Background: an optimization exercise with open tools, aiming at small area, a short achievable clock period and few clock cycles. Do not read the settings as production practice. Only simulation tests tie the RTL to the original design; equivalence was not proved. The clock port is modelled as an ideal driver, which makes a skipped or thinned clock tree look cheaper than it is; a real chip needs a root buffer or a tree. Power is estimated from default activity; no workload was simulated.

Setup of 07-18:
==> flow/design.v (excerpt) <==
module ep_bitacc #(
    parameter ERR_W = 8
) (
    input  wire             clk,
    input  wire             rst,           
    input  wire             cmd_valid,
    output wire             cmd_ready,
    input  wire [39:0]      cmd_word,
    output wire             out_valid,
    output wire [7:0]       out_data,
    input  wire             out_ready,
    input  wire             out_err,
    input  wire [ERR_W-1:0] out_err_code,
    output wire             err_flag,
    output wire [ERR_W-1:0] err_code
);
    reg [31:0]      v;           
    reg [7:0]       pb;          
    reg [2:0]       pc;          
    reg [2:0]       pn;          
    reg [2:0]       f;           
    reg [4:0]       kh;          
    reg             first;       
    reg             busy;        
    reg [1:0]       z;           
    reg             err_flag_r;
    wire [1:0]  op    = cmd_word[39:38];
    wire        is_wr = (op == 2'b00);
    wire        is_tr = (op == 2'b10);
  ...
For scale: roughly 59 flip-flops, ~72 I/O pins.
clock: 5.5 ns
lec_check: 0
cap_margin: 20
core_margin: 2
core_utilization: 40
setup_slack_margin: 1.0
slew_margin: 20
standard.sh (not shown) runs the stock make flow with config.mk's settings and CLKGATE_MAP_FILE= SYNTH_SCRIPT=/design/flow/synth_recipe.tcl, a recipe that flattens the netlist after the stock synthesis.
==> flow/flow/run.sh <==
#!/bin/bash
# Standard ORFS layout with two changes: plain buf_1 buffers on the ports
# instead of the delay cells buffer_ports picks by default, and a flat clock
# tree (flow/cts_flat.tcl: four clock buffers on the clock port, each
# driving a quadrant of the registers) in place of TritonCTS's H-tree.
set -euo pipefail
export BUFFER_PORTS_ARGS="-buffer_cell sky130_fd_sc_hd__buf_1"
export PRE_CTS_TCL="$PWD/flow/cts_flat.tcl"
bash standard.sh > standard.log 2>&1
==> flow/flow/cts_flat.tcl <==
# Clock tree for a small register count: the clock port's net feeds four
# clock buffers, one per quadrant of the registers (around their centroid),
# and each buffer drives the clock pins of its quadrant. Every register
# gets the clock through exactly one buffer, so there is no skew by design.
# Sourced as PRE_CTS_TCL: it replaces clock_tree_synthesis for this step.
proc my_flat_clock {nbuf cell} {
  set block [ord::get_db_block]
  set dbu [$block getDbUnitsPerMicron]
  set sinks {}
  set sx 0.0; set sy 0.0
  foreach it [[$block findNet clk] getITerms] {
    set bb [[$it getInst] getBBox]
    set x [expr {([$bb xMin] + [$bb xMax]) / 2.0 / $dbu}]
    set y [expr {([$bb yMin] + [$bb yMax]) / 2.0 / $dbu}]
    set name "[[$it getInst] getName]/[[$it getMTerm] getName]"
    lappend sinks [list $name $x $y]
    set sx [expr {$sx + $x}]; set sy [expr {$sy + $y}]
  }
  set n [llength $sinks]
  set cx [expr {$sx / $n}]; set cy [expr {$sy / $n}]
  set groups [dict create]
  foreach s $sinks {
    lassign $s name x y
    if {$nbuf == 2} {
      set q [expr {$x < $cx ? 0 : 1}]
    } else {
      set q [expr {($x < $cx ? 0 : 1) + ($y < $cy ? 0 : 2)}]
    }
    dict lappend groups $q $s
  }
  set i 0
  dict for {q members} $groups {
    set pins {}
    set gx 0.0; set gy 0.0
    foreach s $members {
      lassign $s name x y
      set pin [get_pins -quiet $name]
      if {[llength $pin] != 1} { error "clock pin $name not found" }
      lappend pins $pin
      set gx [expr {$gx + $x}]; set gy [expr {$gy + $y}]
    }
    set m [llength $members]
    insert_buffer -buffer_cell $cell -net clk -load_pins $pins \
      -location [list [expr {$gx / $m}] [expr {$gy / $m}]] \
      -buffer_name clkbuf_flat_$i -net_name clknet_flat_$i
    puts "clock buffer $i: $m sinks"
    incr i
  }
  # Keep the buffers: mark the clock nets as clock nets and the buffers and
  # nets as don't-touch, so that timing repair does not remove them.
  set cnet [$block findNet clk]
  $cnet setSigType CLOCK
  foreach it [$cnet getITerms] {
    set inst [$it getInst]
    if {![string match "clkbuf_flat_*" [$inst getName]]} { error "clock port still drives [$inst getName]" }
    $inst setDoNotTouch 1
    foreach oit [$inst getITerms] {
      set onet [$oit getNet]
      if {$onet ne "NULL" && [$oit isOutputSignal]} {
        $onet setSigType CLOCK
        $onet setDoNotTouch 1
      }
    }
  }
}

rename clock_tree_synthesis my_orig_clock_tree_synthesis
proc clock_tree_synthesis {args} {
  my_flat_clock 4 sky130_fd_sc_hd__clkbuf_8
}
In summary, 07-18 completed successfully, with a layout that passed the timing, DRC and antenna checks.
Testbench counts of 07-18, summed over its fixed seeds: cycles 16,983.
## Diff of input files: 05-05 against 07-18
Settings: swapping 40 for 65 in CORE_UTILIZATION; swapping 1.0 for 1.4 in SETUP_SLACK_MARGIN.
--- a/flow/flow/cts_flat.tcl
+++ b/flow/flow/cts_flat.tcl
@@ -48,0 +49,2 @@
+  # Tie the new buffers' supply pins to VDD/VSS as the floorplan's rules do.
+  global_connect
Findings:
Diff 07-18 -> 05-05: cell area moved up; overall via count from detail_route now larger. 05-05 does better than 07-18 on smallest setup slack after layout. Every stage of the flow completed for 05-05, and the final layout passed the timing, DRC and antenna checks. Re cell count after synthesis: no difference whatsoever between 05-05 and 07-18. Between 07-18 and 05-05, the flow reports worst-case vdd ir drop increasing by more than 100%. | register-to-register path setup slack | 07-18 vs 05-05 | ≈ equal |. [compare] base=07-18 new=05-05: final weighted congestion of routability-driven global placement shows an increase of 0.081; number of buffers and inverters on the critical path grew by 1; maximum frequency increased about 3.8%.
No run of this note takes its clock network from TritonCTS; it comes from the design's own scripts or RTL.

==> static timing again, ports no longer ideal <==
The results above use ideal ports. As a check the final layouts listed here were re-extracted and re-timed, cells and wires unchanged. Step 1 (the two cells are an assumption about what drives the block):
set clk [get_ports {clk}]
set_driving_cell -lib_cell sky130_fd_sc_hd__clkbuf_16 $clk
set_driving_cell -lib_cell sky130_fd_sc_hd__buf_2 [delete_from_list [all_inputs] $clk]
Step 2 times the ports against the registers' clock, not the clock port: input delays grow and output delays shrink by t, the midpoint of the rising clock arrivals with the driver on. a / b / c = ideal ports / drivers / drivers and shift; a / b = the first two.
| run | t, ns | slack for setup (ns) | hold WS [ns] |
|---|---|---|---|
| 07-18 | 0.209 | 1.368 / 1.305 / 1.514 | 0.471 / 0.471 / 0.471 |
| 05-05 | 0.207 | 1.518 / 1.454 / 1.609 | 0.470 / 0.470 / 0.470 |
After both steps setup and hold are still met in every run listed.
